From an optimization exercise on the open Yosys and OpenROAD flow, aimed at a short achievable clock period and few clock cycles; shortcuts taken in it are not production practice.
Where RTL was checked, it was by simulation tests only, not by an equivalence proof against the original.
Function not checked in runs 2 and 3: the RTL went through the layout flow alone.
No activity file was given, so power comes from the tool's default toggle rates.

<file path="run.sh">
#!/bin/bash
# synth_recipe.tcl (not shown) runs the flow's synth.tcl, then flattens the netlist and writes it again
# the make line also repeats each setting of config.mk as NAME=value (left out here)
make -C /OpenROAD-flow-scripts/flow DESIGN_CONFIG=/design/flow/config.mk WORK_HOME=/design/flow/orfs CLKGATE_MAP_FILE= SYNTH_SCRIPT=/design/flow/synth_recipe.tcl finish
</file>
<file path="design.v">
module pxd_engine (
    input  wire        clk,
    input  wire        rst,
    input  wire        start,
    input  wire [71:0] cft,         
    input  wire [15:0] plen,        
    output wire        idle,
    output reg         done,
    output reg  [1:0]  err,         
    output reg  [16:0] out_len,
    input  wire        in_valid,
    input  wire [7:0]  in_data,
    output reg         in_ready,
    output reg         mem_we,
    output reg  [15:0] mem_waddr,
    output reg  [7:0]  mem_wdata,
    output reg         mem_re,
    output wire [15:0] mem_raddr,
    input  wire [7:0]  mem_rdata
);
    localparam E_OK    = 2'd0;
    localparam E_UNDER = 2'd1;
    localparam E_TRUNC = 2'd2;
    localparam E_RANGE = 2'd3;
    localparam K_LIT = 2'd0;    
    localparam K_MEM = 2'd1;    
    localparam K_H0  = 2'd2;    
    localparam K_H1  = 2'd3;    
    localparam P_CMD = 2'd0;
    localparam P_OP  = 2'd1;
    localparam P_SQ2 = 2'd2;
    localparam QD = 16;         
    reg        idle_r;
    assign idle = idle_r;
    reg [8:0]  cmatch [0:15];   
    reg [8:0]  lut    [0:15];   
    integer v, i;
    reg       f_hit;
    reg [3:0] f_idx;
    always @(posedge clk) begin
        if (idle_r)
            for (v = 0; v < 16; v = v + 1)
                for (i = 0; i < 9; i = i + 1)
                    cmatch[v][i] <= (cft[8*i +: 8] == v[7:0]);
        for (v = 0; v < 16; v = v + 1) begin
            f_hit = 1'b0;
            f_idx = 4'd0;
            for (i = 8; i >= 0; i = i - 1)
                if (cmatch[v][i]) begin
                    f_hit = 1'b1;
                    f_idx = i[3:0];
                end
            lut[v][8] <= f_hit;
            lut[v][7] <= f_hit && (f_idx == 4'd1 || f_idx == 4'd6);
            lut[v][6] <= f_hit && (f_idx == 4'd2 || f_idx == 4'd5);
            lut[v][5] <= f_hit && (f_idx == 4'd1 || f_idx == 4'd7);
            lut[v][4] <= f_hit && (f_idx == 4'd3 || f_idx == 4'd5);
            lut[v][3] <= f_hit && (f_idx == 4'd1 || f_idx == 4'd8);
            lut[v][2] <= f_hit && (f_idx == 4'd4 || f_idx == 4'd5);
            lut[v][1] <= f_hit && (f_idx == 4'd1 || f_idx >= 4'd6);
            lut[v][0] <= f_hit && (f_idx >= 4'd2 && f_idx <= 4'd5);
        end
    end
    reg [1:0]  pst;
    reg [7:0]  cmd;             
    reg [2:0]  opn;             
    reg [3:0]  sq_hi;
    reg [3:0]  sq_lo;
    reg [16:0] olen;            
    reg        fe_end;          
    reg        fe_err;          
    reg [1:0]  fe_code;
    reg        c_v;
    reg [7:0]  c_q;
    reg [15:0] rem;             
    reg        rem_z;           
    reg        rem_1;           
    wire       take = in_valid & in_ready;
    reg        b_v;
    reg        b_last;
    reg [7:0]  b_q;
    wire [8:0] lrow = lut[b_q[7:4]];
    wire [3:0] bl   = b_q[3:0];
    wire [3:0] blp  = bl + 4'd1;
    wire [3:0] blm  = bl - 4'd1;
    wire [3:0] n1   = lrow[7] ? blp : lrow[6] ? blm : bl;
    wire [3:0] n2   = lrow[5] ? blp : lrow[4] ? blm : bl;
    wire [3:0] n3   = lrow[3] ? blp : lrow[2] ? blm : bl;
    wire       pbad = (lrow[1] && bl == 4'd15) || (lrow[0] && bl == 4'd0);
    wire [3:0]  hi_s   = c_v ? c_q[7:4] : sq_hi;
    wire [3:0]  lo_s   = c_v ? c_q[3:0] : sq_lo;
    wire [11:0] sx     = {lo_s, b_q};                   
    wire [12:0] s12    = {1'b0, olen[11:0]} + {1'b0, sx};
    wire [3:0]  ohm1   = olen[15:12] - 4'd1;
    reg        c_last;
    reg        c_under;         
    reg [15:0] c_src;           
    reg [1:0]  c_sk;            
    reg [4:0]  c_slen;          
    reg        c_hit;
    reg        c_bad;
    reg [15:0] c_pat;
    wire        go     = c_v && !fe_err && !fe_end;
    reg         n_push;
    reg  [1:0]  n_kind;
    reg  [4:0]  n_len;
    reg  [15:0] n_data;
    reg  [4:0]  n_add;          
    reg         n_err;
    reg  [1:0]  n_code;
    reg         n_end;
    reg         n_opdone;
    reg  [1:0]  n_pst;
    always @(*) begin
        n_push   = 1'b0;
        n_kind   = K_LIT;
        n_len    = 5'd1;
        n_data   = {c_q, c_q};
        n_add    = 5'd0;
        n_err    = 1'b0;
        n_code   = E_OK;
        n_end    = 1'b0;
        n_opdone = 1'b0;
        n_pst    = pst;
        case (pst)
            P_CMD: begin
                n_pst = P_OP;
                n_end = c_last;
            end
            P_OP: begin
                if (cmd[7]) begin
                    n_push   = 1'b1;
                    n_add    = 5'd1;
                    n_opdone = 1'b1;
                    n_end    = c_last;
                end else if (c_hit) begin
                    n_len    = 5'd2;
                    n_data   = c_pat;
                    n_add    = 5'd2;
                    if (c_bad) begin
                        n_err  = 1'b1;
                        n_code = E_RANGE;
                    end else begin
                        n_push   = 1'b1;
                        n_opdone = 1'b1;
                        n_end    = c_last;
                    end
                end else begin
                    if (c_last) begin
                        n_err  = 1'b1;
                        n_code = E_TRUNC;
                    end else begin
                        n_pst = P_SQ2;
                    end
                end
            end
            default: begin
                n_len  = c_slen;
                n_data = c_src;
                n_kind = c_sk;
                n_add  = c_slen;
                if (c_under) begin
                    n_err  = 1'b1;
                    n_code = E_UNDER;
                end else begin
                    n_push   = 1'b1;
                    n_opdone = 1'b1;
                    n_end    = c_last;
                    n_pst    = P_OP;
                end
            end
        endcase
        if (n_opdone && opn == 3'd7)
            n_pst = P_CMD;
    end
    wire push = go && n_push;
    reg [QD-1:0] qv;            
    reg [1:0]    qk [0:QD-1];
    reg [4:0]    ql [0:QD-1];
    reg [15:0]   qd [0:QD-1];
    reg          q0_last;       
    wire pop = qv[0] && q0_last;
    wire [1:0] qk0_nx = (pop ? qv[1] : qv[0]) ? (pop ? qk[1] : qk[0]) : n_kind;
    assign mem_raddr = qd[0];
    reg        w_v;
    reg [1:0]  w_k;
    reg [7:0]  w_lit;
    reg [7:0]  h0, h1;
    reg [15:0] wptr;
    wire [7:0] wbyte = (w_k == K_MEM) ? mem_rdata :
                       (w_k == K_H0)  ? h0 :
                       (w_k == K_H1)  ? h1 : w_lit;
    wire done_n = fe_err || (fe_end && !qv[0]);
    integer k;
    always @(posedge clk) begin
        if (idle_r) begin
            rem   <= plen;
            rem_z <= (plen == 16'd0);
            rem_1 <= (plen == 16'd1);
        end else if (take) begin
            rem   <= rem - 16'd1;
            rem_z <= rem_1;
            rem_1 <= (rem == 16'd2);
        end
        b_q    <= in_data;
        b_last <= rem_1;
        c_q    <= b_q;
        c_last <= b_last;
        c_hit  <= lrow[8];
        c_bad  <= pbad;
        c_pat  <= {bl, n1, n2, n3};
        c_under <= !s12[12] && (olen[16:12] == 5'd0);
        c_src   <= {s12[12] ? olen[15:12] : ohm1, s12[11:0]};
        c_sk    <= (sx == 12'hFFF) ? K_H0 : (sx == 12'hFFE) ? K_H1 : K_MEM;
        c_slen  <= {1'b0, hi_s} + 5'd3;
        if (idle_r) begin
            pst    <= P_CMD;
            opn    <= 3'd0;
            olen   <= 17'd0;
            fe_code <= E_OK;
        end else if (go) begin
            pst <= n_pst;
            if (pst == P_CMD) begin
                cmd <= c_q;
                opn <= 3'd0;
            end else if (pst == P_OP) begin
                sq_hi <= c_q[7:4];
                sq_lo <= c_q[3:0];
            end
            if (n_opdone) begin
                cmd <= {cmd[6:0], 1'b0};
                opn <= opn + 3'd1;
            end
            olen <= olen + {12'd0, n_add};
            if (n_err)
                fe_code <= n_code;
        end
        for (k = 0; k < QD; k = k + 1) begin
            if (pop) begin
                if (k + 1 < QD && qv[k + 1]) begin
                    qk[k] <= qk[k + 1];
                    ql[k] <= ql[k + 1];
                    qd[k] <= qd[k + 1];
                end else begin
                    qk[k] <= n_kind;
                    ql[k] <= n_len;
                    qd[k] <= n_data;
                end
            end else if (!qv[k]) begin
                qk[k] <= n_kind;
                ql[k] <= n_len;
                qd[k] <= n_data;
            end else if (k == 0) begin
                ql[0] <= ql[0] - 5'd1;
                if (qk[0] == K_MEM)
                    qd[0] <= qd[0] + 16'd1;
                else
                    qd[0] <= {qd[0][7:0], 8'd0};
            end
        end
        if (pop)
            q0_last <= qv[1] ? (ql[1] == 5'd1) : (n_len == 5'd1);
        else if (!qv[0])
            q0_last <= (n_len == 5'd1);
        else
            q0_last <= (ql[0] == 5'd2);
        w_k   <= qk[0];
        w_lit <= qd[0][15:8];
        if (w_v) begin
            h0 <= wbyte;
            h1 <= h0;
        end
        mem_wdata <= wbyte;
        mem_waddr <= wptr;
        if (idle_r)
            wptr <= 16'd0;
        else if (w_v)
            wptr <= wptr + 16'd1;
        out_len <= olen;
        err     <= fe_code;
        if (rst) begin
            idle_r   <= 1'b1;
            done     <= 1'b0;
            in_ready <= 1'b0;
            b_v      <= 1'b0;
            c_v      <= 1'b0;
            fe_end   <= 1'b0;
            fe_err   <= 1'b0;
            qv       <= {QD{1'b0}};
            w_v      <= 1'b0;
            mem_we   <= 1'b0;
            mem_re   <= 1'b0;
        end else if (idle_r) begin
            mem_re   <= 1'b0;
            done     <= 1'b0;
            b_v      <= 1'b0;
            c_v      <= 1'b0;
            fe_err   <= 1'b0;
            qv       <= {QD{1'b0}};
            w_v      <= 1'b0;
            mem_we   <= w_v;
            if (start) begin
                idle_r   <= 1'b0;
                in_ready <= (plen != 16'd0);
                fe_end   <= (plen == 16'd0);
            end else begin
                in_ready <= 1'b0;
                fe_end   <= 1'b0;
            end
        end else begin
            b_v    <= take;
            c_v    <= b_v;
            mem_we <= w_v;
            w_v    <= qv[0];
            mem_re <= (qk0_nx == K_MEM) &&
                      (pop ? (qv[1] || push) : (qv[0] || push));
            if (go && n_err)
                fe_err <= 1'b1;
            if (go && n_end && !n_err)
                fe_end <= 1'b1;
            if (pop && !push)
                qv <= {1'b0, qv[QD-1:1]};
            else if (push && !pop)
                qv <= {qv[QD-2:0], 1'b1};
            in_ready <= !(take ? rem_1 : rem_z) && !qv[QD-5] && !fe_err;
            if (done_n) begin
                done     <= 1'b1;
                idle_r   <= 1'b1;
                in_ready <= 1'b0;
                qv       <= {QD{1'b0}};
                w_v      <= 1'b0;
                mem_re   <= 1'b0;
            end
        end
    end
endmodule
</file>
<file path="config.mk">
export PLATFORM = sky130hd
export DESIGN_NAME = pxd_engine
export DESIGN_NICKNAME = pxd_engine
export VERILOG_FILES = /design/flow/design.v
export SDC_FILE = /design/flow/constraint.sdc
export NUM_CORES = 4
export LEC_CHECK = 0
export ABC_CLOCK_PERIOD_IN_PS = 2500
export CAP_MARGIN = 20
export CORE_MARGIN = 2
export CORE_UTILIZATION = 40
export SETUP_SLACK_MARGIN = 4.5
export SLEW_MARGIN = 20
</file>
<file path="constraint.sdc">
create_clock -name core_clock -period 7.0 [get_ports {clk}]
set_input_delay 1.4000 -clock core_clock [delete_from_list [all_inputs] [get_ports {clk}]]
set_output_delay 1.4000 -clock core_clock [all_outputs]
set_load 0.01 [all_outputs]
</file>
==> results of run 1 <==
==> kinds of logic after synthesis <==
| group | synth area share (%) |
|---|---|
| AOI/OAI and AO/OA | 13.5 |
| xor gates and xnor gates | 1.77 |
| adders and majority gates | 1.31 |
| buffers and inverters | 3.23 |
| DFF | 53.6 |
| muxes | 8.92 |
| and+or+nand+nor | 17.7 |
==> flip-flops by register name (all words and copies together), names as in the netlist, 5 cells and up <==
| name | flops |
|---|---|
| qd | 256 |
| cmatch | 144 |
| lut | 144 |
| ql | 80 |
| qk | 32 |
| olen | 17 |
| out_len | 17 |
| c_src | 16 |
| mem_waddr | 16 |
| qv | 16 |
| rem | 16 |
| wptr | 16 |
| c_pat | 15 |
| b_q | 8 |
| cmd | 8 |
| h0 | 8 |
| h1 | 8 |
| mem_wdata | 8 |
| w_lit | 8 |
| c_q | 5 |
| c_slen | 5 |
==> worst register-to-register path, cell delays in order, from the launching register on <==
cell	delay, ns
dfxtp_4	0.43
clkinvlp_4	0.24
buf_4	0.22
a21boi_1	0.31
o32ai_1	0.17
a2111oi_4	0.64
nor4_2	0.10
a221o_1	0.27
==> worst max path at each step <==
stage / endpoint / depth (start not counted) / start
2_1_floorplan: idle / 0 / idle_r
5_1_grt: idle / 1 / idle_r
6_report: idle / 1 / idle_r
3_3_place_gp: qd[4][13] / 5 / pst[1]
4_1_cts: idle / 1 / idle_r
3_5_place_dp: qd[2][13] / 5 / pst[1]
==> where the power goes <==
part | total (mW) | switching, mW | internal (mW)
combinational | 0.857 | 0.482 | 0.375
clock | 4.90 | 2.01 | 2.89
sequential | 5.68 | 0.193 | 5.49
==> Yosys cell counts (all sizes together), types with 10 or more instances <==
master / n
nor2: 736
dfxtp: 687
a21oi: 367
nand2: 282
mux2i: 232
o21ai: 218
edfxtp: 195
clkbuf: 188
nor3: 102
inv: 73
nand3: 69
mux2: 63
nand2b: 54
nor4: 50
a211oi: 48
nor2b: 44
xnor2: 42
buf: 40
ha: 35
or3: 32
xor2: 32
o221ai: 24
a31oi: 20
o21bai: 20
o22ai: 19
o211ai: 18
a22oi: 16
and3: 13
o21a: 12
nor4b: 11
or4: 11
mux4: 10
nand3b: 10
==> through the flow <==
stage / hold WS [ns] / instance area, um^2 / std cells / setup WS (ns)
final: 0.353 / 43400 / 5272 / 4.40
after global routing: 0.361 / 43400 / 5272 / 4.33
after CTS: 0.354 / 42900 / 5248 / 4.29
after detailed placement: 0.346 / 39300 / 5048 / 3.46
after global placement: 0.325 / 39300 / 5048 / 3.64
after floorplan: 0.310 / 36700 / 3896 / 4.31
==> timing repair <==
item	in CTS	in global routing
setup endpoints to repair	449	219
gates cloned	3	3
pin swaps	7	9
resized for setup	407	53
buffers inserted	32	21
hold buffers	0	0
==> per-layer routing <==
layer | global-route usage [%] | routed length [um] | vias to the layer above
li1 | - | - | 13988
met1 | 25.9 | 42600 | 13136
met2 | 34.0 | 47200 | 692
met3 | 2.80 | 3990 | 168
met4 | 6.85 | 3230 | 0
met5 | 0 | 0 | -
==> area by class of cell <==
type	count	area [um^2]	area share (%)
Clock buffer	138	2710	6.25
Clock inverter	27	302	0.695
Inverter	76	322	0.741
Multi-Input combinational cell	2711	16300	37.5
Sequential cell	882	19800	45.5
Tap cell	1176	1470	3.39
Timing Repair Buffer	262	2570	5.92
==> metrics.md, run 1 <==
| Metric | Value |
|---|---|
| R2r worst-path depth | 7 |
| Synthesis Warnings | 7 |
| Synth Net Count | ~4,000 |
| Type of origin of the critical path | register |
| Data required, critical path | about 5.6 ns |
| Area grow syn2layout | 18.7% |
| Clock Pin Slew Worst Setup and Hold Paths | 0.06 ns |
| Buf/Inv on CP | 1 |
| Pre-antenna DRT Iters | 7 |
| Total power | roughly 11 mW |
| Clock sink count | around 900 |
| Synth Register Bits | 882 |
| Final Hold Fails | 0 |
| Clock buffer depth | 3 |
| Global-route wire length before repair | 148 mm |
| MaxCap Viol Count | 0 |
| Post-route DRC | 0 |
| Routed vias/inst | approximately 5.3 |
| Yosys top cell area share | approximately 38% |
| Starting Density | approximately two fifths |
| Htree depth | 3 |
| Final cycle utilization of the critical path | approximately 37% |
| GP Congestion | approximately 0.87 |
| Detail Route Antenna Nets | 0 |
| Iter 0 DRT Violations | approximately 2,100 |
| PwrDens | between 200 and 300 mW/mm^2 |
| Synth cell types | 77 |
| Avg Inst Size Synth | about 9.4 um^2 |
| Max Clk Rate | around 380 MHz |
| WL final | 97.0 mm |
| Hold Path Origin | fe_code[1] |
| Asr flop ratio synth | 0% |
| Die Y | 306 um |
| Fin. max-slew vios | 0 |
| Post-Syn Area | ~0.037 mm^2 |
| Root buf cell | clkbuf_16 |
| Most used DFF post-synth | dfxtp_1 |
| Final Skew | ~0.021 ns |
| Number of global-route vias before repair | approximately 26,000 |
| Reg2Reg Setup Slack | 4.51 ns |
| Grt ovf | 0 |
| CP endpoint kind | primary output |
| Final core occ | 48.1% |
| Reg2Reg Launch Point | b_q[4] |
| Ant diodes | 0 |
| Initial antenna violation count | 1 |
| Cell family with most CP delay | flip-flops |
| Peak supply drop | approximately 0.17 mV |
| Slowest CP cell | dfxtp_4 |
| FP Rows | 110 |
| Num CTS Buffers | between 90 and 100 |
| Largest net degree at the start of global routing | between 150 and 200 |
| Final #Nets | ~4,200 |
| Commonest non-fill, non-tap cell in the layout | nor2_1 |
| # IOs | 172 |
| Leakage | roughly 17 nW |
| Largest stage delay on the critical path | ~0.42 ns |
| RSZ-0062 raised after global routing | true |
| Crit path kind | reg2out |
| Post-DP HPWL | around 65 mm |
| Seq/Total Area, Yosys | approximately 54% |
| Vias | around 28,000 |
| Die ar. | 0.0938 mm^2 |
| Synth top area cells | dfxtp_1 38%, edfxtp_1 16%, nor2_1 7.6% |
| Ratio of cells with drive above 1 in the final layout | between 10% and 20% |
| Total Negative Setup Slacks | 0 ns |
| Post-Syn Instances | 3,896 |
| WHS Endpoint | err[1] |
| Fin crit period | roughly 2.6 ns |
| Worst min path class | reg2reg |
| Gr usage total | about 20% |
| Outcome | no timing/DRC/antenna violations |
| Post-synth EDFFs | 195 |
| Ordered cell list for the critical path | buf_6 |
| Die Span X | 306 um |
| Most frequent cells in the layout | 734 x nor2_1, 620 x dfxtp_1, 363 x a21oi_1 |
| Max FO, Critical Path | 2 |
| Core area | 0.0903 mm^2 |
| Slew headroom | 31.0% |
| Hold path depth | 0 |
| Arr. time, crit path | 1.20 ns |
| Final setup viols | 0 |
| Worst-Margin Slew | around 1.0 ns |
| Routed len/inst | ~18 um |
| CTS tree | built |
| Fill cells | between 8,000 and 9,000 |
| Leading area contributor after synthesis | dfxtp_1 |
| Port bufs | around 170 |
| Worst-Skew Late Latency | 0.64 ns |
| Worst r2r dst | c_pat[1] |
Testbench counts, summed over its fixed seeds: cycles 151,187.
==> run 2: changes to the inputs <==
--- a/design.v
+++ b/design.v
@@ -16,3 +16,3 @@
     output reg  [7:0]  mem_wdata,
-    output reg         mem_re,
+    output wire        mem_re,
     output wire [15:0] mem_raddr,
@@ -34,2 +34,3 @@
     assign idle = idle_r;
+    reg [71:0] cft_r;
     reg [8:0]  cmatch [0:15];   
@@ -41,5 +42,6 @@
         if (idle_r)
-            for (v = 0; v < 16; v = v + 1)
-                for (i = 0; i < 9; i = i + 1)
-                    cmatch[v][i] <= (cft[8*i +: 8] == v[7:0]);
+            cft_r <= cft;
+        for (v = 0; v < 16; v = v + 1)
+            for (i = 0; i < 9; i = i + 1)
+                cmatch[v][i] <= (cft_r[8*i +: 8] == v[7:0]);
         for (v = 0; v < 16; v = v + 1) begin
@@ -63,13 +65,2 @@
     end
-    reg [1:0]  pst;
-    reg [7:0]  cmd;             
-    reg [2:0]  opn;             
-    reg [3:0]  sq_hi;
-    reg [3:0]  sq_lo;
-    reg [16:0] olen;            
-    reg        fe_end;          
-    reg        fe_err;          
-    reg [1:0]  fe_code;
-    reg        c_v;
-    reg [7:0]  c_q;
     reg [15:0] rem;             
@@ -89,12 +80,5 @@
     wire       pbad = (lrow[1] && bl == 4'd15) || (lrow[0] && bl == 4'd0);
-    wire [3:0]  hi_s   = c_v ? c_q[7:4] : sq_hi;
-    wire [3:0]  lo_s   = c_v ? c_q[3:0] : sq_lo;
-    wire [11:0] sx     = {lo_s, b_q};                   
-    wire [12:0] s12    = {1'b0, olen[11:0]} + {1'b0, sx};
-    wire [3:0]  ohm1   = olen[15:12] - 4'd1;
+    reg        c_v;
     reg        c_last;
-    reg        c_under;         
-    reg [15:0] c_src;           
-    reg [1:0]  c_sk;            
-    reg [4:0]  c_slen;          
+    reg [7:0]  c_q;
     reg        c_hit;
@@ -102,2 +86,15 @@
     reg [15:0] c_pat;
+    reg [1:0]  pst;
+    reg [7:0]  cmd;             
+    reg [2:0]  opn;             
+    reg [3:0]  sq_hi;
+    reg [3:0]  sq_lo;
+    reg [16:0] olen;            
+    reg        fe_end;          
+    reg        fe_err;          
+    reg [1:0]  fe_code;
+    wire [11:0] sx     = {sq_lo, c_q};                  
+    wire [17:0] osum   = {1'b0, olen} + {6'd0, sx};
+    wire        under  = (osum[17:12] == 6'd0);         
+    wire [15:0] src    = olen[15:0] + {4'hF, sx};       
     wire        go     = c_v && !fe_err && !fe_end;
@@ -138,3 +135,2 @@
                     n_data   = c_pat;
-                    n_add    = 5'd2;
                     if (c_bad) begin
@@ -144,2 +140,3 @@
                         n_push   = 1'b1;
+                        n_add    = 5'd2;
                         n_opdone = 1'b1;
@@ -157,7 +154,6 @@
             default: begin
-                n_len  = c_slen;
-                n_data = c_src;
-                n_kind = c_sk;
-                n_add  = c_slen;
-                if (c_under) begin
+                n_len  = {1'b0, sq_hi} + 5'd3;
+                n_data = src;
+                n_kind = (sx == 12'hFFF) ? K_H0 : (sx == 12'hFFE) ? K_H1 : K_MEM;
+                if (under) begin
                     n_err  = 1'b1;
@@ -166,2 +162,3 @@
                     n_push   = 1'b1;
+                    n_add    = {1'b0, sq_hi} + 5'd3;
                     n_opdone = 1'b1;
@@ -182,3 +179,3 @@
     wire pop = qv[0] && q0_last;
-    wire [1:0] qk0_nx = (pop ? qv[1] : qv[0]) ? (pop ? qk[1] : qk[0]) : n_kind;
+    assign mem_re    = qv[0] && (qk[0] == K_MEM);
     assign mem_raddr = qd[0];
@@ -211,6 +208,2 @@
         c_pat  <= {bl, n1, n2, n3};
-        c_under <= !s12[12] && (olen[16:12] == 5'd0);
-        c_src   <= {s12[12] ? olen[15:12] : ohm1, s12[11:0]};
-        c_sk    <= (sx == 12'hFFF) ? K_H0 : (sx == 12'hFFE) ? K_H1 : K_MEM;
-        c_slen  <= {1'b0, hi_s} + 5'd3;
         if (idle_r) begin
@@ -291,5 +284,3 @@
             mem_we   <= 1'b0;
-            mem_re   <= 1'b0;
         end else if (idle_r) begin
-            mem_re   <= 1'b0;
             done     <= 1'b0;
@@ -314,4 +305,2 @@
             w_v    <= qv[0];
-            mem_re <= (qk0_nx == K_MEM) &&
-                      (pop ? (qv[1] || push) : (qv[0] || push));
             if (go && n_err)
@@ -331,3 +320,2 @@
                 w_v      <= 1'b0;
-                mem_re   <= 1'b0;
             end
--- a/config.mk
+++ b/config.mk
@@ -7,3 +7,2 @@
 export LEC_CHECK = 0
-export ABC_CLOCK_PERIOD_IN_PS = 2500
 export CAP_MARGIN = 20
@@ -11,3 +10,2 @@
 export CORE_UTILIZATION = 40
-export SETUP_SLACK_MARGIN = 4.5
 export SLEW_MARGIN = 20
==> metrics.md, run 2 <==
| Metric | Value |
|---|---|
| Outcome | no timing/DRC/antenna violations |
| Most used DFF post-synth | dfxtp_1 |
| Ratio of cells with drive above 1 in the final layout | 7.55% (-5.3 points) |
| Post-DP HPWL | 66.5 mm (+2.0%) |
| Largest Register | qd |
| Fin crit period | 5.19 ns (+2.58 ns) |
| Fin. max-slew vios | 0 (unchanged) |
| Post-Place Cells | 4,986 (-1.2%) |
| Synthesis Warnings | 7 (unchanged) |
| PwrDens | 270 mW/mm^2 (+2.3%) |
| Routed len/inst | 18.4 um (+0.28%) |
| Die Y | 307 um (+0.17%) |
| Starting Density | 40.2% (-0.29 points) |
| Final Hold Fails | 0 (unchanged) |
| Post-synth EDFFs | 123 (-37%) |
| Initial antenna violation count | 3 (+2) |
| Iter 0 DRT Violations | 2,196 (+3.4%) |
| Post-Syn Area | 0.0367 mm^2 (+0.35%) |
| Final cycle utilization of the critical path | 74.1% (+37 points) |
| Die Span X | 307 um (+0.17%) |
| Synth Net Count | 3,961 (-2.0%) |
| GP Congestion | 0.889 (+1.8%) |
| Final core occ | 46.8% (-1.3 points) |
| Post-route DRC | 0 (unchanged) |
| Vias | 27,348 (-2.3%) |
| PnR worst setup slack | 1.81 ns (-2.58 ns) |
| Max Clk Rate | 193 MHz (-50%) |
| Gr usage total | 20.0% (about the same) |
| Pre-antenna DRT Iters | 6 (-1) |
| Synth Register Bits | 929 (+5.3%) |
| Max FO, Critical Path | 5 (+3) |
| Number of global-route vias before repair | 25,529 (-0.13%) |
| Post-CTS Setup Bufs | 0 (-100%) |
| Count leader, synth | dfxtp_1 |
| Detail Route Antenna Nets | 0 (unchanged) |
| Worst-Margin Slew | 1.13 ns (+0.0982 ns) |
| Num CTS Buffers | 99 (+7.6%) |
| Top flop regs | qd x256, cmatch x144, lut x144 |
| Final setup viols | 0 (unchanged) |
| # IOs | 172 (unchanged) |
| Slew headroom | 23.8% (-7.2 points) |
| MaxCap Viol Count | 0 (unchanged) |
| Global-route wire length before repair | 148 mm (-0.63%) |
| Root buf cell | clkbuf_16 |
| Fill cells | 8,645 (+1.8%) |
| Routed vias/inst | 5.29 (-0.38%) |
| Worst min path class | reg2reg |
| Seq/Total Area, Yosys | 54.1% (+0.41 points) |
| Avg Inst Size Synth | 9.60 um^2 (+2.3%) |
| Synth top area cells | dfxtp_1 44%, edfxtp_1 10%, mux2i_1 7.9% |
| Data required, critical path | 7.53 ns (+1.93 ns) |
| Number of flip-flops under the largest register name | 256 (unchanged) |
| Total power | 11.5 mW (+0.69%) |
| Final Non-Filler Cells | 5,172 (-1.9%) |
| CP endpoint kind | register |
| Final #Nets | 4,042 (-3.1%) |
| Arr. time, crit path | 5.72 ns (+4.52 ns) |
| RSZ-0062 raised after global routing | false |
| Total Negative Setup Slacks | 0 ns (unchanged) |
| CTS resizes | 0 (-100%) |
| Post-Syn Instances | 3,820 (-2.0%) |
| Worst-Skew Late Latency | 0.69 ns (+0.05 ns) |
| FP Rows | 111 (+0.91%) |
| Crit path kind | reg2reg |
| Leading area contributor after synthesis | dfxtp_1 |
| Synth top cells by count | 806 x dfxtp_1, 593 x nor2_1, 405 x a21oi_1 |
| Clock Pin Slew Worst Setup and Hold Paths | 0.06 ns (about the same) |
| Die ar. | 0.0942 mm^2 (+0.34%) |
| WL final | 95.4 mm (-1.6%) |
| Final Skew | 0.0275 ns (+0.00683 ns) |
| Most frequent cells in the layout | 789 x dfxtp_1, 593 x nor2_1, 400 x a21oi_1 |
| Clock sink count | 929 (+5.3%) |
| Synth cell types | 79 (+2.6%) |
| Peak supply drop | 0.209 mV (+20%) |
| CTS tree | built |
| Dpl ws | 1.97 ns (-1.49 ns) |
| Htree depth | 3 (unchanged) |
| Ant diodes | 0 (unchanged) |
| Type of origin of the critical path | register |
| Leakage | 16.9 nW (+1.4%) |
| Yosys top cell area share | 44.0% (+6.4 points) |
| Commonest non-fill, non-tap cell in the layout | dfxtp_1 |
| Cts hold-fix bufs | 0 (unchanged) |
| Clock buffer depth | 3 (unchanged) |
| Area grow syn2layout | 16.4% |
| Core area | 0.0912 mm^2 (+1.1%) |
| Asr flop ratio synth | 0% (unchanged) |
| Port bufs | 171 (unchanged) |
| Grt ovf | 0 (unchanged) |
| Largest net degree at the start of global routing | 155 (-4.3%) |
-- run 2: cell types whose count changed after synthesis, moves of 19 or more --
| cell | previous run | this run |
|---|---|---|
| a21o_1 | 7 | 26 |
| edfxtp_1 | 195 | 123 |
| dfxtp_1 | 687 | 806 |
| nor2_1 | 736 | 593 |
| a21oi_1 | 367 | 405 |
| o21a_1 | 12 | 36 |
| nor2b_1 | 44 | 25 |
| mux2_2 | 62 | 42 |
| mux2i_1 | 232 | 288 |
| nand2_1 | 282 | 263 |
| a22oi_1 | 16 | 37 |
| o21ai_0 | 215 | 146 |
-- run 2: cells by family (layout without fill, tap and decap cells) --
family	Yosys count	in the layout	share of synthesized area [%]
compound gates	867	867	14.4
simple gates	1270	1270	15.4
fa+ha+maj	33	33	1.17
buf+inv	295	461	3.09
xor+xnor	80	80	1.91
flops	929	929	54.1
mux	346	346	10.0
-- run 2: path summary, 6_finish.rpt --
path                            startpoint  endpoint  slack, ns  depth (start not counted)
worst max register to register   c_pat[12]  olen[14]       1.81                         18
worst min register to register      b_last    c_last       0.33                          0
worst min-delay path                b_last    c_last       0.33                          0
worst max-delay path             c_pat[12]  olen[14]       1.81                         18
-- run 2: per-layer routing --
| metal | vias to the layer above | track usage (%) | wire length (um) |
|---|---|---|---|
| met1 | 12864 | 26.4 | 43000 |
| li1 | 13638 | - | - |
| met4 | 2 | 7.24 | 3210 |
| met3 | 169 | 3.33 | 4690 |
| met2 | 675 | 32.8 | 44400 |
| met5 | - | 0 | 13 |
-- run 2: stage by stage --
step	area [um^2]	hold slack (ns)
after floorplan	36700	0.310
after global placement	39300	0.313
after detailed placement	39300	0.314
after CTS	42700	0.328
after global routing	42700	0.340
final	42700	0.326
-- run 2: layout make-up --
cell class                      count  area (um^2)  area share [%]
Inverter                           72          278           0.651
Clock inverter                     32          392           0.917
Tap cell                         1186         1480            3.48
Sequential cell                   929        19900            46.5
Timing Repair Buffer              203         1960            4.60
Clock buffer                      154         2970            6.95
Multi-Input combinational cell   2596        15800            36.9
-- run 2: power by group --
part | switching (mW) | leakage, nW | internal [mW]
Combinational | 0.279 | 7.37 | 0.218
Sequential | 0.104 | 7.84 | 5.58
Clock | 2.18 | 1.67 | 3.16
Total | 2.56 | 16.9 | 8.96
-- run 2: critical path, stage by stage (launching register included) --
cell and delay, ns:
dfxtp_1 0.38, ha_1 0.26, fa_1 0.42, a21o_1 0.21
a221o_2 0.40, a2111oi_4 0.43, o21ai_1 0.15, a221o_1 0.41
a32o_1 0.29, ha_1 0.20, fa_1 0.42, a21o_1 0.18
a21oi_1 0.23, nor2b_1 0.07, o211ai_1 0.42, nor2_1 0.18
nand3_1 0.14, xor2_1 0.17, nor2_1 0.06
==> run 3: changes to the inputs <==
--- a/config.mk
+++ b/config.mk
@@ -7,2 +7,3 @@
 export LEC_CHECK = 0
+export ABC_CLOCK_PERIOD_IN_PS = 2000
 export CAP_MARGIN = 20
@@ -10,2 +11,3 @@
 export CORE_UTILIZATION = 40
+export SETUP_SLACK_MARGIN = 4.5
 export SLEW_MARGIN = 20
==> metrics.md, run 3 <==
| Metric | Value |
|---|---|
| Buf/Inv on CP | 4 (+4) |
| Compound-gate portion of the synthesized area | 14.4% (unchanged) |
| Final Non-Filler Cells | 5,332 (+3.1%) |
| Grt ovf | 0 (unchanged) |
| Mux contribution to synthesized area | 10.0% (unchanged) |
| Routed len/inst | 20.1 um (+8.9%) |
| Worst min path class | reg2reg |
| Area grow syn2layout | 26.9% |
| MaxCap Viol Count | 0 (unchanged) |
| Max Clk Rate | 231 MHz (+20%) |
| Total Negative Setup Slacks | 0 ns (unchanged) |
| Synth Area in Adders | 1.17% (unchanged) |
| Routed vias/inst | 5.46 (+3.2%) |
| Pre-antenna DRT Iters | 6 (unchanged) |
| Final Hold Fails | 0 (unchanged) |
| Final core occ | 51.0% (+4.2 points) |
| Most frequent cells in the layout | 723 x dfxtp_1, 571 x nor2_1, 347 x a21oi_1 |
| Post-Syn Instances | 3,820 (unchanged) |
| Final Skew | 0.0514 ns (+0.0239 ns) |
| Design area | 0.0465 mm^2 (+9.0%) |
| Dpl ws | 2.31 ns (+0.338 ns) |
| Global-route wire length before repair | 159 mm (+8.0%) |
| Data required, critical path | 7.54 ns (about the same) |
| # IOs | 172 (unchanged) |
| Arr. time, crit path | 4.87 ns (-0.85 ns) |
| Post-Syn Area | 0.0367 mm^2 (unchanged) |
| Ratio of cells with drive above 1 in the final layout | 20.4% (+13 points) |
| Detail Route Antenna Nets | 0 (unchanged) |
| Peak supply drop | 0.287 mV (+37%) |
| Starting Density | 40.2% (unchanged) |
| Post-Synth Simple-Gate Area | 15.4% (unchanged) |
| CTS tree | built |
| Largest Register | qd |
| Seq/Total Area, Yosys | 54.1% (unchanged) |
| Synth Register Bits | 929 (unchanged) |
| Final cycle utilization of the critical path | 62.0% (-12 points) |
| Slew headroom | 12.8% (-11 points) |
| Fin. max-slew vios | 0 (unchanged) |
| Largest net degree at the start of global routing | 127 (-18%) |
| Clock Pin Slew Worst Setup and Hold Paths | 0.06 ns (about the same) |
| RSZ-0062 raised after global routing | true |
| Htree depth | 3 (unchanged) |
| Most used DFF post-synth | dfxtp_1 |
| Type of origin of the critical path | register |
| CP endpoint kind | register |
| Asr flop ratio synth | 0% (unchanged) |
| Cell mode on critical path | buf_4 |
| WL final | 107 mm (+12%) |
| Die Y | 307 um (unchanged) |
| Vias | 29,101 (+6.4%) |
| Commonest non-fill, non-tap cell in the layout | dfxtp_1 |
| Post-route DRC | 0 (unchanged) |
| Cts hold-fix bufs | 0 (unchanged) |
| Final setup viols | 0 (unchanged) |
| Yosys top cell area share | 44.0% (unchanged) |
| Port bufs | 171 (unchanged) |
| Avg Inst Size Synth | 9.60 um^2 (unchanged) |
| Synth Net Count | 3,961 (unchanged) |
| Max FO, Critical Path | 6 (+1) |
| Cell family with most CP delay | compound AO/OA/AOI/OAI gates |
| Largest stage delay on the critical path | 0.48 ns (+0.05 ns) |
| Num CTS Buffers | 98 (-1.0%) |
| DP Area | 0.0395 mm^2 (+0.31%) |
| Leakage | 18.4 nW (+9.1%) |
| Reg2Reg Setup Slack | 2.66 ns (+0.85 ns) |
| Total power | 11.7 mW (+1.6%) |
| Die ar. | 0.0942 mm^2 (unchanged) |
| Core area | 0.0912 mm^2 (unchanged) |
| Synth cell types | 79 (unchanged) |
| Iter 0 DRT Violations | 2,129 (-3.1%) |
| Slowest CP cell | or4_4 |
| R2r worst-path depth | 19 (+1) |
| Clock buffer depth | 3 (unchanged) |
| Hold Path Origin | b_last |
| Synth top area cells | dfxtp_1 44%, edfxtp_1 10%, mux2i_1 7.9% |
| Worst-Skew Late Latency | 0.71 ns (+0.02 ns) |
| Count leader, synth | dfxtp_1 |
| Crit path kind | reg2reg |
| WHS Endpoint | c_last |
| GP Congestion | 0.892 (+0.35%) |
| Post-synth EDFFs | 123 (unchanged) |
| Number of global-route vias before repair | 26,910 (+5.4%) |
| Fin crit period | 4.34 ns (-0.849 ns) |
| Post-DP HPWL | 66.1 mm (-0.68%) |
| Hold path depth | 0 (unchanged) |
| Initial antenna violation count | 3 (unchanged) |
| Root buf cell | clkbuf_16 |
| Worst-Margin Slew | 1.31 ns (+0.175 ns) |
| Ordered cell list for the critical path | ha_4 -> and3_1 -> a221o_2 -> a2111oi_4 -> buf_4 -> or4_4 -> a221o_1 -> a32o_2 -> ha_4 -> fa_2 -> a21o_1 -> a21oi_2 -> nor2b_1 -> o211ai_1 -> buf_4 -> buf_4 -> buf_6 -> or3_4 -> a21oi_2 |
| FP Rows | 111 (unchanged) |
| Gr usage total | 21.7% (+1.8 points) |
| Synthesis Warnings | 7 (unchanged) |
| Die Span X | 307 um (unchanged) |
| Worst hold slack | 0.328 ns (+0.00214 ns) |
| Largest family of logic cells by synthesized area | simple AND/OR/NAND/NOR gates |
| Leading area contributor after synthesis | dfxtp_1 |
| Top flop regs | qd x256, cmatch x144, lut x144 |
| Synth top cells by count | 806 x dfxtp_1, 593 x nor2_1, 405 x a21oi_1 |
| Number of flip-flops under the largest register name | 256 (unchanged) |
| Clock sink count | 929 (unchanged) |
| PnR worst setup slack | 2.66 ns (+0.849 ns) |
| Synth Area in XOR/XNOR | 1.91% (unchanged) |
| Worst r2r dst | olen[8] |
| Outcome | no timing/DRC/antenna violations |
| Reg2Reg Launch Point | c_q[5] |
| Final #Nets | 4,203 (+4.0%) |
| PwrDens | 251 mW/mm^2 (-6.8%) |
| Post-Place Cells | 4,986 (unchanged) |
==> run 3: cell families after synthesis <==
group	after synthesis
and+or+nand+nor	1270
buffers and inverters	295
AOI/OAI and AO/OA	867
xor gates and xnor gates	80
adders and majority gates	33
DFF	929
muxes	346
==> run 3: worst reg2reg max path, stage by stage, from the launching register on <==
cell,delay [ns]
dfxtp_2,0.36
ha_4,0.32
and3_1,0.25
a221o_2,0.23
a2111oi_4,0.09
buf_4,0.16
or4_4,0.48
a221o_1,0.42
a32o_2,0.30
ha_4,0.16
fa_2,0.34
a21o_1,0.19
a21oi_2,0.17
nor2b_1,0.07
o211ai_1,0.15
buf_4,0.16
buf_4,0.11
buf_6,0.09
or3_4,0.10
a21oi_2,0.04
==> run 3: worst max-delay path by stage <==
stage | startpoint | to | slack, ns | depth (start not counted)
after detailed placement | sq_lo[3] | olen[14] | 2.31 | 17
after global placement | sq_lo[3] | olen[16] | 2.31 | 17
after global routing | olen[5] | olen[16] | 2.52 | 19
after floorplan | c_pat[12] | olen[14] | 2.86 | 18
after CTS | c_pat[12] | olen[16] | 2.68 | 19
final | c_q[5] | olen[8] | 2.66 | 19
==> run 3: repair_timing <==
action,in CTS,in global routing
resized for setup,644,244
endpoints found under the setup margin,425,447
cloned,18,6
buffers inserted,110,28
pin swaps,71,54
==> run 3: final cells by class <==
type | instances | area, um^2
diodes | 1 | 2.50
clock buffers | 150 | 2970
clock inverters | 33 | 428
fillers | 8106 | 44700
inverters | 72 | 294
multi-input cells | 2609 | 17700
flip-flops and latches | 929 | 20000
well taps | 1186 | 1480
repair buffers | 351 | 3680
repair inverters | 1 | 8.76
==> run 3: layer usage <==
layer  part of all wire [%]  global-route usage, %  wire length (um)
met1                     43                   28.2             45500
met2                     48                   36.4             51100
met3                    5.8                   3.11              6250
met4                    3.9                   8.72              4170
met5                  0.010                      0                11
==> run 3: report_power, final <==
| group | switching, mW | internal, mW | leakage [nW] |
|---|---|---|---|
| logic | 0.337 | 0.303 | 8.89 |
| clock network | 2.23 | 3.14 | 1.67 |
| registers | 0.108 | 5.58 | 7.87 |
==> run 4: changes to the inputs <==
--- a/design.v
+++ b/design.v
@@ -16,3 +16,3 @@
     output reg  [7:0]  mem_wdata,
-    output wire        mem_re,
+    output reg         mem_re,
     output wire [15:0] mem_raddr,
@@ -31,8 +31,9 @@
     localparam P_SQ2 = 2'd2;
-    localparam QD = 16;         
-    reg        idle_r;
+    localparam QD = 12;         
+    reg        idle_r;          
+    reg        run;             
+    reg        nrdy;            
     assign idle = idle_r;
     reg [71:0] cft_r;
-    reg [8:0]  cmatch [0:15];   
-    reg [8:0]  lut    [0:15];   
+    reg [8:0]  lut [0:15];      
     integer v, i;
@@ -41,7 +42,4 @@
     always @(posedge clk) begin
-        if (idle_r)
+        if (!run)
             cft_r <= cft;
-        for (v = 0; v < 16; v = v + 1)
-            for (i = 0; i < 9; i = i + 1)
-                cmatch[v][i] <= (cft_r[8*i +: 8] == v[7:0]);
         for (v = 0; v < 16; v = v + 1) begin
@@ -50,3 +48,3 @@
             for (i = 8; i >= 0; i = i - 1)
-                if (cmatch[v][i]) begin
+                if (cft_r[8*i +: 8] == v[7:0]) begin
                     f_hit = 1'b1;
@@ -65,2 +63,13 @@
     end
+    reg [1:0]  pst;
+    reg [7:0]  cmd;             
+    reg [2:0]  opn;             
+    reg [3:0]  sq_hi;
+    reg [3:0]  sq_lo;
+    reg [16:0] olen;            
+    reg        fe_end;          
+    reg        fe_err;          
+    reg [1:0]  fe_code;
+    reg        c_v;
+    reg [7:0]  c_q;
     reg [15:0] rem;             
@@ -68,3 +77,3 @@
     reg        rem_1;           
-    wire       take = in_valid & in_ready;
+    wire       take = in_valid & ~nrdy;
     reg        b_v;
@@ -72,3 +81,10 @@
     reg [7:0]  b_q;
-    wire [8:0] lrow = lut[b_q[7:4]];
+    reg [15:0] b_oh;            
+    reg [8:0] lrow;
+    integer   u;
+    always @(*) begin
+        lrow = 9'd0;
+        for (u = 0; u < 16; u = u + 1)
+            lrow = lrow | (lut[u] & {9{b_oh[u]}});
+    end
     wire [3:0] bl   = b_q[3:0];
@@ -80,5 +96,12 @@
     wire       pbad = (lrow[1] && bl == 4'd15) || (lrow[0] && bl == 4'd0);
-    reg        c_v;
+    wire [3:0]  hi_s   = c_v ? c_q[7:4] : sq_hi;
+    wire [3:0]  lo_s   = c_v ? c_q[3:0] : sq_lo;
+    wire [11:0] sx     = {lo_s, b_q};                   
+    wire [12:0] s12    = {1'b0, olen[11:0]} + {1'b0, sx};
+    wire [3:0]  ohm1   = olen[15:12] - 4'd1;
     reg        c_last;
-    reg [7:0]  c_q;
+    reg        c_under;         
+    reg [15:0] c_src;           
+    reg [1:0]  c_sk;            
+    reg [4:0]  c_slen;          
     reg        c_hit;
@@ -86,15 +109,2 @@
     reg [15:0] c_pat;
-    reg [1:0]  pst;
-    reg [7:0]  cmd;             
-    reg [2:0]  opn;             
-    reg [3:0]  sq_hi;
-    reg [3:0]  sq_lo;
-    reg [16:0] olen;            
-    reg        fe_end;          
-    reg        fe_err;          
-    reg [1:0]  fe_code;
-    wire [11:0] sx     = {sq_lo, c_q};                  
-    wire [17:0] osum   = {1'b0, olen} + {6'd0, sx};
-    wire        under  = (osum[17:12] == 6'd0);         
-    wire [15:0] src    = olen[15:0] + {4'hF, sx};       
     wire        go     = c_v && !fe_err && !fe_end;
@@ -135,2 +145,3 @@
                     n_data   = c_pat;
+                    n_add    = 5'd2;
                     if (c_bad) begin
@@ -140,3 +151,2 @@
                         n_push   = 1'b1;
-                        n_add    = 5'd2;
                         n_opdone = 1'b1;
@@ -154,6 +164,7 @@
             default: begin
-                n_len  = {1'b0, sq_hi} + 5'd3;
-                n_data = src;
-                n_kind = (sx == 12'hFFF) ? K_H0 : (sx == 12'hFFE) ? K_H1 : K_MEM;
-                if (under) begin
+                n_len  = c_slen;
+                n_data = c_src;
+                n_kind = c_sk;
+                n_add  = c_slen;
+                if (c_under) begin
                     n_err  = 1'b1;
@@ -162,3 +173,2 @@
                     n_push   = 1'b1;
-                    n_add    = {1'b0, sq_hi} + 5'd3;
                     n_opdone = 1'b1;
@@ -179,4 +189,4 @@
     wire pop = qv[0] && q0_last;
-    assign mem_re    = qv[0] && (qk[0] == K_MEM);
     assign mem_raddr = qd[0];
+    wire [1:0] qk0_nx = (pop ? qv[1] : qv[0]) ? (pop ? qk[1] : qk[0]) : n_kind;
     reg        w_v;
@@ -190,5 +200,6 @@
     wire done_n = fe_err || (fe_end && !qv[0]);
+    wire rdy_n  = !(take ? rem_1 : rem_z) && !qv[QD-5] && !fe_err;
     integer k;
     always @(posedge clk) begin
-        if (idle_r) begin
+        if (!run) begin
             rem   <= plen;
@@ -202,2 +213,3 @@
         b_q    <= in_data;
+        b_oh   <= 16'd1 << in_data[7:4];
         b_last <= rem_1;
@@ -208,3 +220,7 @@
         c_pat  <= {bl, n1, n2, n3};
-        if (idle_r) begin
+        c_under <= !s12[12] && (olen[16:12] == 5'd0);
+        c_src   <= {s12[12] ? olen[15:12] : ohm1, s12[11:0]};
+        c_sk    <= (sx == 12'hFFF) ? K_H0 : (sx == 12'hFFE) ? K_H1 : K_MEM;
+        c_slen  <= {1'b0, hi_s} + 5'd3;
+        if (!run) begin
             pst    <= P_CMD;
@@ -267,3 +283,3 @@
         mem_waddr <= wptr;
-        if (idle_r)
+        if (!run)
             wptr <= 16'd0;
@@ -273,43 +289,47 @@
         err     <= fe_code;
+        if (!run) begin
+            b_v    <= 1'b0;
+            c_v    <= 1'b0;
+            fe_err <= 1'b0;
+            fe_end <= start && (plen == 16'd0);
+            qv     <= {QD{1'b0}};
+        end else begin
+            b_v    <= take;
+            c_v    <= b_v;
+            if (go && n_err)
+                fe_err <= 1'b1;
+            if (go && n_end && !n_err)
+                fe_end <= 1'b1;
+            if (done_n)
+                qv <= {QD{1'b0}};
+            else if (pop && !push)
+                qv <= {1'b0, qv[QD-1:1]};
+            else if (push && !pop)
+                qv <= {qv[QD-2:0], 1'b1};
+        end
         if (rst) begin
             idle_r   <= 1'b1;
+            run      <= 1'b0;
             done     <= 1'b0;
             in_ready <= 1'b0;
-            b_v      <= 1'b0;
-            c_v      <= 1'b0;
-            fe_end   <= 1'b0;
-            fe_err   <= 1'b0;
-            qv       <= {QD{1'b0}};
+            nrdy     <= 1'b1;
             w_v      <= 1'b0;
             mem_we   <= 1'b0;
-        end else if (idle_r) begin
+            mem_re   <= 1'b0;
+        end else if (!run) begin
             done     <= 1'b0;
-            b_v      <= 1'b0;
-            c_v      <= 1'b0;
-            fe_err   <= 1'b0;
-            qv       <= {QD{1'b0}};
             w_v      <= 1'b0;
-            mem_we   <= w_v;
+            mem_we   <= 1'b0;
+            mem_re   <= 1'b0;
             if (start) begin
                 idle_r   <= 1'b0;
+                run      <= 1'b1;
                 in_ready <= (plen != 16'd0);
-                fe_end   <= (plen == 16'd0);
+                nrdy     <= (plen == 16'd0);
             end else begin
                 in_ready <= 1'b0;
-                fe_end   <= 1'b0;
+                nrdy     <= 1'b1;
             end
         end else begin
-            b_v    <= take;
-            c_v    <= b_v;
             mem_we <= w_v;
-            w_v    <= qv[0];
-            if (go && n_err)
-                fe_err <= 1'b1;
-            if (go && n_end && !n_err)
-                fe_end <= 1'b1;
-            if (pop && !push)
-                qv <= {1'b0, qv[QD-1:1]};
-            else if (push && !pop)
-                qv <= {qv[QD-2:0], 1'b1};
-            in_ready <= !(take ? rem_1 : rem_z) && !qv[QD-5] && !fe_err;
             if (done_n) begin
@@ -317,5 +337,13 @@
                 idle_r   <= 1'b1;
+                run      <= 1'b0;
                 in_ready <= 1'b0;
-                qv       <= {QD{1'b0}};
+                nrdy     <= 1'b1;
                 w_v      <= 1'b0;
+                mem_re   <= 1'b0;
+            end else begin
+                in_ready <= rdy_n;
+                nrdy     <= !rdy_n;
+                w_v      <= qv[0];
+                mem_re   <= (qk0_nx == K_MEM) &&
+                            (pop ? (qv[1] || push) : (qv[0] || push));
             end
--- a/config.mk
+++ b/config.mk
@@ -10,4 +10,4 @@
 export CORE_MARGIN = 2
-export CORE_UTILIZATION = 40
-export SETUP_SLACK_MARGIN = 4.5
+export CORE_UTILIZATION = 55
+export SETUP_SLACK_MARGIN = 5
 export SLEW_MARGIN = 20
==> metrics.md, run 4 <==
| Metric | Value |
|---|---|
| Fin. max-slew vios | 0 (unchanged) |
| Post-route DRC | 0 (unchanged) |
| CP endpoint kind | register |
| Post-DP HPWL | 66.5 mm (+0.65%) |
| Most used DFF post-synth | dfxtp_1 |
| Pre-antenna DRT Iters | 8 (+2) |
| Die Span X | 240 um (-22%) |
| Count leader, synth | dfxtp_1 |
| Port bufs | 171 (unchanged) |
| Hold path depth | 0 (unchanged) |
| Iter 0 DRT Violations | 3,343 (+57%) |
| RSZ-0062 raised after global routing | true |
| Commonest non-fill, non-tap cell in the layout | dfxtp_1 |
| Reg2Reg Setup Slack | 4.46 ns (+1.80 ns) |
| PnR worst setup slack | 4.46 ns (+1.80 ns) |
| Met2 Use GR | 59.3% (+23 points) |
| Synth cell types | 95 (+20%) |
| Num CTS Buffers | 76 (-22%) |
| Root buf cell | clkbuf_16 |
| R2r worst-path depth | 9 (-10) |
| Routing usage on met3 | 6.36% (+3.3 points) |
| Detail Route Antenna Nets | 0 (unchanged) |
| Number of global-route vias before repair | 27,148 (+0.88%) |
| Hold Path Origin | b_last |
| Synth top area cells | dfxtp_1 40%, edfxtp_1 12%, nor2_1 6.1% |
| Synthesis Warnings | 6 (-1) |
| Final cycle utilization of the critical path | 36.2% (-26 points) |
| Crit path kind | reg2reg |
| Synth Net Count | 3,434 (-13%) |
| Final Hold Fails | 0 (unchanged) |
| Slew headroom | 32.2% (+19 points) |
| FP Rows | 86 (-23%) |
| Worst-Margin Slew | 1.02 ns (-0.291 ns) |
| MaxCap Viol Count | 0 (unchanged) |
| Vias | 29,611 (+1.8%) |
| CTS tree | built |
| Grt peak-use layer | met2 |
| Final setup viols | 0 (unchanged) |
| Yosys top cell area share | 39.6% (-4.4 points) |
| PwrDens | 214 mW/mm^2 (-15%) |
| Largest Register | qd |
| Post-synth EDFFs | 124 (+0.81%) |
| Final Skew | 0.0254 ns (-0.0260 ns) |
| Met1 usage | 46.8% (+19 points) |
| Worst r2r dst | qd[6][14] |
| Post-Syn Instances | 3,289 (-14%) |
| Most frequent cells in the layout | 533 x dfxtp_1, 345 x nor2_1, 223 x nand2_1 |
| Leading area contributor after synthesis | dfxtp_1 |
| Max FO, Critical Path | 7 (+1) |
| Synth Register Bits | 732 (-21%) |
| Starting Density | 55.7% (+15 points) |
| Avg Inst Size Synth | 9.35 um^2 (-2.7%) |
| Worst min path class | reg2reg |
| WHS Endpoint | c_last |
| Seq/Total Area, Yosys | 51.7% (-2.4 points) |
| Post-Syn Area | 0.0307 mm^2 (-16%) |
| Ratio of cells with drive above 1 in the final layout | 37.9% (+18 points) |
| Gr usage total | 36.5% (+15 points) |
| Reg2Reg Launch Point | cmd[7] |
| Outcome | no timing/DRC/antenna violations |
| Initial antenna violation count | 4 (+1) |
| Fin crit period | 2.54 ns (-1.80 ns) |
| Clock buffer depth | 3 (unchanged) |
| Leakage | 17.0 nW (-7.9%) |
| Grt ovf | 0 (unchanged) |
| Die Y | 240 um (-22%) |
| Die ar. | 0.0578 mm^2 (-39%) |
| Core area | 0.0552 mm^2 (-40%) |
| Peak supply drop | 0.209 mV (-27%) |
| GP Congestion | 1.00 (+12%) |
| Largest net degree at the start of global routing | 84 (-34%) |
| Arr. time, crit path | 3.05 ns (-1.82 ns) |
| Area grow syn2layout | 44.5% |
| Worst-Skew Late Latency | 0.63 ns (-0.08 ns) |
| Top flop regs | qd x192, lut x144, cft_r x72 |
| Type of origin of the critical path | register |
| Cts hold-fix bufs | 0 (unchanged) |
| # IOs | 172 (unchanged) |
| WL final | 120 mm (+12%) |
| Routed len/inst | 26.4 um (+32%) |
| Data required, critical path | 7.51 ns (-0.03 ns) |
| Clock Pin Slew Worst Setup and Hold Paths | 0.06 ns (about the same) |
| Number of flip-flops under the largest register name | 192 (-25%) |
| Final #Nets | 3,869 (-7.9%) |
| Global-route wire length before repair | 160 mm (+0.61%) |
| Total Negative Setup Slacks | 0 ns (unchanged) |
| Clock sink count | 732 (-21%) |
| Dpl ws | 3.17 ns (+0.862 ns) |
| Htree depth | 3 (unchanged) |
| Asr flop ratio synth | 0% (unchanged) |
| Synth top cells by count | 608 x dfxtp_1, 499 x nor2_1, 328 x a21oi_1 |
| Routed vias/inst | 6.53 (+20%) |
| Max Clk Rate | 394 MHz (+71%) |
run 4: metrics by stage:
| stage | util (%) | hold WS (ns) | area (um^2) | total power, mW | cells |
|---|---|---|---|---|---|
| floorplan | - | 0.310 | 31500 | 4.92 | 3289 |
| global placement | 60.7 | 0.319 | 33500 | 5.13 | 4042 |
| detailed placement | 60.7 | 0.320 | 33500 | 5.15 | 4042 |
| CTS | 74.7 | 0.334 | 41200 | 9.31 | 4424 |
| global route | 80.5 | 0.354 | 44400 | 9.73 | 4535 |
| finish | 80.5 | 0.340 | 44400 | 9.51 | 4537 |
run 4: routing by layer:
layer / part of all wire [%] / vias up
met4: 7.0 / 2
met2: 46 / 1881
li1: - / 12719
met1: 37 / 14442
met5: 0.011 / -
met3: 9.6 / 567
run 4: worst max-delay path, cell delays in order, from the launching register on:
cell	delay, ns
edfxtp_1	0.52
buf_6	0.18
buf_6	0.11
or3_4	0.43
buf_12	0.16
buf_6	0.11
o21bai_4	0.26
buf_12	0.20
o21ai_1	0.12
mux2_2	0.33
run 4: timing repair:
action	in CTS	in global routing
endpoints found under the hold margin	0	0
buffers inserted	225	104
cloned	16	6
resized for setup	1159	527
setup endpoints to repair	575	496
pin swaps	238	249
run 4: kinds of logic after synthesis:
group	share of synthesized area, %
xor+xnor	2.31
fa+ha+maj	1.55
mux	7.02
compound gates	15.7
simple gates	18.6
buf+inv	3.11
flops	51.7
run 4: worst max-delay path by stage:
| stage | from | endpoint | slack [ns] |
|---|---|---|---|
| floorplan | cmd[7] | olen[5] | 4.56 |
| global placement | q0_last | qd[7][14] | 3.29 |
| detailed placement | q0_last | qd[9][14] | 3.17 |
| CTS | qd[0][9] | mem_raddr[9] | 4.46 |
| global route | cft_r[54] | lut[13][1] | 4.42 |
| finish | cmd[7] | qd[6][14] | 4.46 |
run 4: cell type report:
class	count	area, um^2
inverters	46	224
clock inverters	34	285
flip-flops and latches	732	16100
diodes	2	5.00
repair buffers	549	5750
repair inverters	2	17.5
clock buffers	107	2190
fillers	3196	10800
multi-input cells	2317	19000
well taps	748	936
run 4: power by group:
| group | total [mW] | internal (mW) | leakage, nW | switching, mW |
|---|---|---|---|---|
| sequential | 4.61 | 4.44 | 6.26 | 0.169 |
| combinational | 0.835 | 0.387 | 9.49 | 0.448 |
| clock | 4.06 | 2.31 | 1.22 | 1.76 |
| total | 9.51 | 7.13 | 17.0 | 2.37 |
Testbench counts of run 4, summed over its fixed seeds: cycles 151,187.

[static timing again, ports no longer ideal]
Ports are ideal in the flow. The routed layouts listed here were re-timed in OpenROAD.
Step 1: set_driving_cell puts a clkbuf_16 on clk and a buf_2 on each other input, an assumption about the parent block.
Step 2 adds t to the input delays and takes it off the output delays; t is the mean of the earliest and latest rising clock arrival at the registers after step 1. Input paths then give back, and output paths get back, about the clock's delay inside the block.
Three values: ideal ports, drivers, drivers and shift; two values: the first two.
run	shift t [ns]	setup slack, ns	worst hold slack (ns)	worst setup path at the end	worst data-port slew with drivers (ns)
run 1	0.692	4.397 / 4.334 / 3.823	0.353 / 0.353 / 0.353	input to register	0.05
run 2	0.740	1.814 / 1.814 / 1.814	0.326 / 0.326 / 0.326	register to register	0.06
run 3	0.746	2.663 / 2.663 / 2.663	0.328 / 0.328 / 0.328	register to register	0.07
run 4	0.681	4.464 / 4.407 / 4.369	0.340 / 0.340 / 0.340	input to register	0.08
After both steps setup and hold are still met in every run listed. For run 1, which loses most, drivers alone change the setup slack by -0.063 ns; drivers and shift together by -0.574 ns.
